This is an optimization exercise on Yosys and OpenROAD, whose aim is small area, not a production implementation.
Function was checked by simulation only, so behaviour that the tests miss may differ from the original.
Power and IR drop assume default switching activity.

== job 105 ==
Design nb_engine, start of the top module:
module nb_engine (
    input  wire         clk,
    input  wire         rst,
    input  wire         cmd_valid,
    output wire         cmd_ready,
    input  wire [127:0] cmd_desc,
    output wire         busy,
    input  wire         src_valid,
    output wire         src_ready,
    input  wire [31:0]  src_data,
    output wire         dst_valid,
    output wire [31:0]  dst_data,
    input  wire [15:0]  cfg_wait_bound,
    input  wire         cfg_rfin_clk_low,
    output wire         bus_clk,
    output wire         bus_nrd,
    output wire         bus_start,
    output wire         bus_doe,
    output wire [7:0]   bus_dout,
    input  wire [7:0]   bus_din,
    input  wire         bus_nwait,
    output wire         irq_inhibit,
    input  wire [15:0]  owm_in,
    output wire         owm_we,
    output wire [15:0]  owm_wdata,
    output wire [1:0]   status_code,
    output wire [1:0]   status_where,
    output wire [31:0]  status_index,
    output wire [39:0]  status_addr
);
For scale: ~1,200 cells after synthesis, roughly 11,000 um2 of cells after synthesis.
export LEC_CHECK = 0
export CAP_MARGIN = 20
export CORE_MARGIN = 2
export CORE_UTILIZATION = 65
export SLEW_MARGIN = 20
create_clock -name core_clock -period 8.0 [get_ports {clk}]
standard.sh (not shown) runs the stock make flow with config.mk's settings and CLKGATE_MAP_FILE= SYNTH_SCRIPT=/design/flow/synth_recipe.tcl, a recipe that flattens the netlist after the stock synthesis.
==> flow/flow/run.sh <==
#!/bin/bash
# Standard layout, with the port buffers made from the smallest buffer cell,
# the synthesis buffers removed before placement, and a clock tree of
# clkbuf_8 leaf clusters without dummy loads.
set -euo pipefail
export BUFFER_PORTS_ARGS="-buffer_cell sky130_fd_sc_hd__buf_1"
export REMOVE_ABC_BUFFERS=1
export CTS_ARGS="-sink_clustering_enable -repair_clock_nets -dont_use_dummy_load -sink_clustering_size 18 -sink_clustering_max_diameter 50 -buf_list sky130_fd_sc_hd__clkbuf_8"
bash standard.sh > standard.log 2>&1
What job 103 does differently from job 105 at the input level:
- GPL_TIMING_DRIVEN now 0, previously not set
- GPL_ROUTABILITY_DRIVEN now 0, previously not set
--- a/flow/flow/run.sh
+++ b/flow/flow/run.sh
@@ -8 +8 @@
-export CTS_ARGS="-sink_clustering_enable -repair_clock_nets -dont_use_dummy_load -sink_clustering_size 18 -sink_clustering_max_diameter 50 -buf_list sky130_fd_sc_hd__clkbuf_8"
+export CTS_ARGS="-sink_clustering_enable -repair_clock_nets -dont_use_dummy_load -sink_clustering_size 16 -sink_clustering_max_diameter 60 -buf_list sky130_fd_sc_hd__clkbuf_8"
==> results.txt <==
- In job 103, the overall track demand over capacity in global routing came out 0.46 points below the value in job 105.
- Job 103 vs. job 105: part of the total power dissipated in the clock network lower; slew at the pin with the worst max-slew slack rose by 0.024 ns.
- Comparing job 105 and job 103, number of CTS-inserted buffers is lower on job 103.
- Taking job 105 as the reference, in job 103 total length of routed met2 wires went down by about 2.7%; cell count was more or less identical; relative slew slack went down by 1.7 points.
- The number of cells on the worst hold path in job 103 was higher than what job 105 gave.
- In job 103, the clock power came out about 10% below the value in job 105.

* * *

== build 24 ==
nb_engine, a different RTL version from the one above (not shown whole).
Size: roughly 1100 cells after synthesis, about 270 flip-flops, about 13000 um^2 of cells after synthesis.
export LEC_CHECK = 0
export CAP_MARGIN = 20
export CORE_MARGIN = 2
export CORE_UTILIZATION = 60
export CTS_BUF_LIST = sky130_fd_sc_hd__clkbuf_8
export SLEW_MARGIN = 20
create_clock -name core_clock -period 8.0 [get_ports {clk}]
==> flow/flow/run.sh <==
#!/bin/bash
# Standard layout, with the port buffers made from the smallest buffer cell.
set -euo pipefail
export BUFFER_PORTS_ARGS="-buffer_cell sky130_fd_sc_hd__buf_1"
bash standard.sh > standard.log 2>&1
Both conditions hold for build 24: the flow ran to the end and the final layout passed the timing, design-rule and antenna checks.
The following lists how build 65 was set up differently from build 24:
# build 24
export LEC_CHECK = 0
export CAP_MARGIN = 20
export CORE_MARGIN = 2
export CORE_UTILIZATION = 60
export CTS_BUF_LIST = sky130_fd_sc_hd__clkbuf_8
export SLEW_MARGIN = 20
create_clock -name core_clock -period 8.0 [get_ports {clk}]
# build 65
export LEC_CHECK = 0
export CAP_MARGIN = 20
export CORE_MARGIN = 2
export CORE_UTILIZATION = 40
export SLEW_MARGIN = 20
create_clock -name core_clock -period 8.0 [get_ports {clk}]
### Flow results
- | smallest hold slack | build 24 vs build 65 | ≈ equal |
- Comparing build 65 and build 24, tap cell count is lower on build 24.
- On mean routed wirelength per cell: build 65 sits above build 24.
- Of build 65 and build 24, the run reporting the lower worst-skew pair later-pin latency was build 24.
- Build 65 against build 24: met3 wire length went up 17 um, fraction of power consumed by the clock network increased by 1.9 points relative to the old numbers, worst setup timing slack at the placement stage now larger.
Modified inputs, build 25 compared to build 65
==> flow/run.sh (new file) <==
#!/bin/bash
# synth_recipe.tcl (not shown) runs the flow's synth.tcl, then flattens the netlist and writes it again
# the make line also repeats each setting of config.mk as NAME=value (left out here)
make -C /OpenROAD-flow-scripts/flow DESIGN_CONFIG=/design/flow/config.mk WORK_HOME=/design/flow/orfs CLKGATE_MAP_FILE= SYNTH_SCRIPT=/design/flow/synth_recipe.tcl finish
removed: flow/flow/run.sh
removed: flow/standard.sh
Results
Compared with build 65, in build 25 routed metal-1 wirelength now sits higher; switching power total +2.1%; combinational power rose by 14%; first-pass GRT wire length rose about 5.4%.
diff inputs: build 25 => build 16
# build 25
export LEC_CHECK = 0
export CAP_MARGIN = 20
export CORE_MARGIN = 2
export CORE_UTILIZATION = 40
export SLEW_MARGIN = 20
create_clock -name core_clock -period 8.0 [get_ports {clk}]
# build 16
export LEC_CHECK = 0
export CAP_MARGIN = 20
export CORE_MARGIN = 2
export CORE_UTILIZATION = 60
export CTS_BUF_LIST = sky130_fd_sc_hd__clkbuf_16
export CTS_CLUSTER_DIAMETER = 100
export CTS_CLUSTER_SIZE = 30
export SLEW_MARGIN = 20
create_clock -name core_clock -period 8.0 [get_ports {clk}]
==> flow/flow/run.sh (new file) <==
#!/bin/bash
# Standard layout, with the port buffers made from the smallest buffer cell.
set -euo pipefail
export BUFFER_PORTS_ARGS="-buffer_cell sky130_fd_sc_hd__buf_1"
bash standard.sh > standard.log 2>&1
==> flow/standard.sh (new file) <==
#!/bin/bash
# synth_recipe.tcl (not shown) runs the flow's synth.tcl, then flattens the netlist and writes it again
# the make line also repeats each setting of config.mk as NAME=value (left out here)
make -C /OpenROAD-flow-scripts/flow DESIGN_CONFIG=/design/flow/config.mk WORK_HOME=/design/flow/orfs CLKGATE_MAP_FILE= SYNTH_SCRIPT=/design/flow/synth_recipe.tcl "${@:-finish}"
removed: flow/run.sh
Results
- Of build 16 and build 25, it is build 16 that has the lower floorplan die width.
- No stage failed in build 16, and the final checks on the layout all came back clean.
- Build 25 → build 16: first-iteration DRC count now larger, area of the placeable core now smaller.
- Compared with build 25, build 16 shows placed cell count that has gone down by a little under 10%.
- Count of inserted tapcells in build 16 is about 30% below build 25.

port drivers added, routing unchanged:
The results above use ideal ports. As a check the final layouts listed here were re-extracted and re-timed, cells and wires unchanged. Step 1 sets driving cells, clkbuf_16 on the clock port and buf_2 on the other inputs (assumed; they add their load-dependent delay and slew). Step 2 also shifts input and output timing later by t, the mid clock arrival at the registers, as if the neighbouring blocks saw the same clock. a / b / c = ideal ports / drivers / drivers and shift; a / b = the first two.
run	t, ns	slack for setup (ns)	worst hold slack (ns)	latest minus earliest clock arrival (ns)
job 105	0.570	1.452 / 1.452 / 1.452	0.447 / 0.447 / 0.447	0.060 / 0.060
job 103	0.549	1.521 / 1.521 / 1.521	0.457 / 0.457 / 0.457	0.038 / 0.038
build 24	0.585	0.223 / 0.223 / 0.223	0.463 / 0.463 / 0.463	0.018 / 0.019
build 65	0.602	0.362 / 0.362 / 0.362	0.461 / 0.461 / 0.461	0.032 / 0.032
build 25	0.611	0.311 / 0.311 / 0.311	0.466 / 0.466 / 0.466	0.017 / 0.017
build 16	0.536	0.231 / 0.231 / 0.231	0.473 / 0.473 / 0.473	0.015 / 0.015
After both steps every run listed still meets setup and hold.
